From an optimization exercise on the open Yosys and OpenROAD flow, aimed at small area, a short achievable clock period and few clock cycles; shortcuts taken in it are not production practice.
Only simulation tests tie the RTL to the original design; equivalence was not proved.
Power figures rest on the tool's default switching activity, not on a simulated workload.

Design mbcore, start of the top module:
module mbcore (
    input  wire        clk,
    input  wire        rst,           
    input  wire        req_valid,
    input  wire        req_write,
    input  wire        req_wide,      
    input  wire [23:0] req_addr,
    input  wire [31:0] req_wdata,
    output wire        rsp_valid,
    output wire [31:0] rsp_rdata,
    output wire        rsp_err
);
Size in the first run: roughly 8600 cells after synthesis, roughly 2400 flip-flops, ~95 I/O pins, ~110000 um2 of cells after synthesis.
export LEC_CHECK = 0
export CAP_MARGIN = 20
export CORE_MARGIN = 2
export CORE_UTILIZATION = 40
export CTS_BUF_LIST = sky130_fd_sc_hd__clkbuf_8
export CTS_CLUSTER_DIAMETER = 55
export CTS_CLUSTER_SIZE = 14
export SLEW_MARGIN = 20
export TNS_END_PERCENT = 5
create_clock -name core_clock -period 10.0 [get_ports {clk}]
standard.sh (not shown) runs the stock make flow with config.mk's settings and CLKGATE_MAP_FILE= SYNTH_SCRIPT=/design/flow/synth_recipe.tcl, a recipe that flattens the netlist after the stock synthesis.
==> flow/flow/run.sh <==
#!/bin/bash
set -euo pipefail
export BUFFER_PORTS_ARGS="-buffer_cell sky130_fd_sc_hd__buf_4"
export SKIP_GATE_CLONING=1
export SETUP_SLACK_MARGIN=5.6
bash standard.sh > standard_flow.log 2>&1
The baseline finished with timing, DRC and antenna clean.
Testbench counts at the start, summed over its fixed seeds: cycles 16,227.
Then changed:
--- a/flow/flow/run.sh
+++ b/flow/flow/run.sh
@@ -1,0 +2,5 @@
+# The standard layout (bash standard.sh), with three changes to how it is made:
+# - the port buffers are buf_4 (the default pick, clkdlybuf4s50_1, is a slow delay cell);
+# - timing repair does not clone gates (clones have left max-slew violations);
+# - after global routing, repair_design runs once more to fix any max-slew or
+#   max-capacitance violation that timing repair left (flow/post_grt.tcl).
@@ -5 +10 @@
-export SETUP_SLACK_MARGIN=5.6
+export POST_GLOBAL_ROUTE_TCL="$PWD/flow/post_grt.tcl"
==> flow/flow/post_grt.tcl (new file) <==
# After global routing's timing repair: fix any max-slew / max-capacitance
# violation that repair left, then legalise and reroute the nets it touched.
puts "post_grt: repair_design after timing repair"
estimate_parasitics -global_routing
repair_design -slew_margin 30 -cap_margin 30 -verbose
global_route -start_incremental
detailed_placement
global_route -end_incremental
estimate_parasitics -global_routing
report_check_types -max_slew -max_capacitance -violators
--- a/flow/config.mk
+++ b/flow/config.mk
@@ -8 +8 @@
-export CAP_MARGIN = 20
+export CAP_MARGIN = 30
@@ -12,4 +12,5 @@
-export CTS_CLUSTER_DIAMETER = 55
-export CTS_CLUSTER_SIZE = 14
-export SLEW_MARGIN = 20
-export TNS_END_PERCENT = 5
+export CTS_CLUSTER_DIAMETER = 60
+export CTS_CLUSTER_SIZE = 15
+export SETUP_SLACK_MARGIN = 4.8
+export SLEW_MARGIN = 30
+export TNS_END_PERCENT = 10
Power decreases by about 1.4%.
Cell count fell by about 0.6%.
Via count went down by about 0.34%.
Synthesized cell count does not change.
Then changed:
==> flow/flow/run.sh (replaced) <==
#!/bin/bash
set -euo pipefail
export BUFFER_PORTS_ARGS="-buffer_cell sky130_fd_sc_hd__buf_4"
export SKIP_GATE_CLONING=1
export SETUP_SLACK_MARGIN=5.4
bash standard.sh > standard_flow.log 2>&1
--- a/flow/config.mk
+++ b/flow/config.mk
@@ -8 +8 @@
-export CAP_MARGIN = 30
+export CAP_MARGIN = 20
@@ -12,4 +12,3 @@
-export CTS_CLUSTER_DIAMETER = 60
-export CTS_CLUSTER_SIZE = 15
-export SETUP_SLACK_MARGIN = 4.8
-export SLEW_MARGIN = 30
+export CTS_CLUSTER_DIAMETER = 55
+export CTS_CLUSTER_SIZE = 14
+export SLEW_MARGIN = 20
removed: flow/flow/post_grt.tcl
After rerunning: The changed run went through all stages and came out clean; die area is unchanged; global-route usage is lower by 1.7 points; flip-flop and latch count does not change; via count went up by 0.47%; critical path depth falls by 5; total power rose by 2.5%; worst hold slack is worse by 10 ps; first-iteration DRC count falls by 0.31%.
Then changed:
--- a/flow/flow/run.sh
+++ b/flow/flow/run.sh
@@ -1,0 +2,3 @@
+# The standard layout (bash standard.sh), with two changes to how it is made:
+# - the port buffers are buf_4 (the default pick, clkdlybuf4s50_1, is a slow delay cell);
+# - timing repair does not clone gates (clones have left max-slew violations).
@@ -5 +7,0 @@
-export SETUP_SLACK_MARGIN=5.4
--- a/flow/config.mk
+++ b/flow/config.mk
@@ -13,0 +14 @@
+export SETUP_SLACK_MARGIN = 5.0
Worst setup slack loses 73 ps.
Synthesized area does not change.
Global-route usage rises by 1.1 points.
Power falls by 0.38%.
Synthesized cell count is unchanged.
Maximum frequency falls by 1.3%.
Cell area falls by 1.1%.
Via count falls by 0.50%.
Non-clock buffer count falls by 55.

== the baseline ==
Another version of the RTL of mbcore (not shown whole).
Size in the first run: ~2,400 flip-flops, ~95 I/O pins, about 110,000 um2 of cells after synthesis.
clock: 10.0 ns
lec_check: 0
cap_margin: 20
core_margin: 2
core_utilization: 40
cts_buf_list: sky130_fd_sc_hd__clkbuf_8
cts_cluster_diameter: 50
cts_cluster_size: 12
setup_slack_margin: 5.0
slew_margin: 20
tns_end_percent: 10
run.sh (not shown) runs the stock make flow with config.mk's settings and CLKGATE_MAP_FILE= SYNTH_SCRIPT=/design/flow/synth_recipe.tcl, a recipe that flattens the netlist after the stock synthesis.
Stock flow here: none of the scripts above is used.
Testbench counts of the baseline, summed over its fixed seeds: cycles 16,227.
diff inputs: the baseline => the candidate
==> flow/flow/run.sh (new file) <==
#!/bin/bash
# The standard layout (bash standard.sh), with two changes to how it is made:
# - the port buffers are buf_4 (the default pick, clkdlybuf4s50_1, is a slow delay cell);
# - timing repair does not clone gates (clones have left max-slew violations).
set -euo pipefail
export BUFFER_PORTS_ARGS="-buffer_cell sky130_fd_sc_hd__buf_4"
export SKIP_GATE_CLONING=1
bash standard.sh > standard_flow.log 2>&1
==> flow/standard.sh (new file) <==
#!/bin/bash
# synth_recipe.tcl (not shown) runs the flow's synth.tcl, then flattens the netlist and writes it again
# the make line also repeats each setting of config.mk as NAME=value (left out here)
make -C /OpenROAD-flow-scripts/flow DESIGN_CONFIG=/design/flow/config.mk WORK_HOME=/design/flow/orfs CLKGATE_MAP_FILE= SYNTH_SCRIPT=/design/flow/synth_recipe.tcl "${@:-finish}"
removed: flow/run.sh
Notes after the runs:
- Every stage of the flow completed for the candidate, and the final layout passed the timing, design-rule and antenna checks.
- Fmax: the candidate > the baseline
- Diff the baseline -> the candidate: final area saw a decrease, setup slack saw an increase, non-clock buffer count saw a decrease.
- Looking at worst-path cell with the longest stage delay, the sky130_fd_sc_hd__a31oi_2 result is from the candidate; the sky130_fd_sc_hd__dfxtp_1 one comes from the baseline.
- Final period demand of the worst path in the candidate vs the baseline: down 29 ps
- Compared with the baseline, the candidate instantiates a smaller number of cells.
- Total vias in the final route (the candidate vs. the baseline) decreases slightly
- The candidate: global router's overall resource usage is 0.29 points higher than what the baseline reported.
- [compare] base=the baseline new=the candidate: total power shows a reduction of about 1.8%, sequential share of layout area shows an increase of 0.67 points.

==> what the ideal ports hide <==
In the flow no input, the clock included, has a driving cell. The finished layouts below were timed again as built, in two steps. Step 1, drivers: a clkbuf_16 drives clk and a buf_2 each remaining input, both assumed. Step 2 times the ports against the registers' clock, not the clock port: input delays grow and output delays shrink by t, the midpoint of the rising clock arrivals with the driver on. Slacks: ideal ports / drivers / drivers and shift; pairs: ideal ports / drivers.
run	shift t [ns]	slack for setup (ns)	hold WS [ns]	worst register clock-pin slew, ns	worst slew at a driven data input, ns
the first run of note 1	1.177	4.488 / 4.452 / 3.813	0.464 / 0.464 / 0.464	0.10 / 0.10	0.15
the second run of note 1	1.137	4.474 / 4.474 / 3.544	0.477 / 0.477 / 0.477	0.11 / 0.11	0.13
the third run of note 1	1.167	4.550 / 4.325 / 3.918	0.467 / 0.467 / 0.467	0.10 / 0.10	0.24
the fourth run of note 1	1.197	4.477 / 4.416 / 3.620	0.473 / 0.473 / 0.473	0.10 / 0.10	0.13
the baseline	1.194	4.499 / 4.474 / 3.366	0.332 / 0.332 / 0.332	0.09 / 0.09	0.09
the candidate	1.198	4.528 / 4.528 / 3.586	0.326 / 0.326 / 0.326	0.09 / 0.09	0.25
After both steps setup and hold are still met in every run listed. The setup slack of the baseline, which loses most, moves by -0.025 ns with the drivers and by -1.133 ns with both steps.
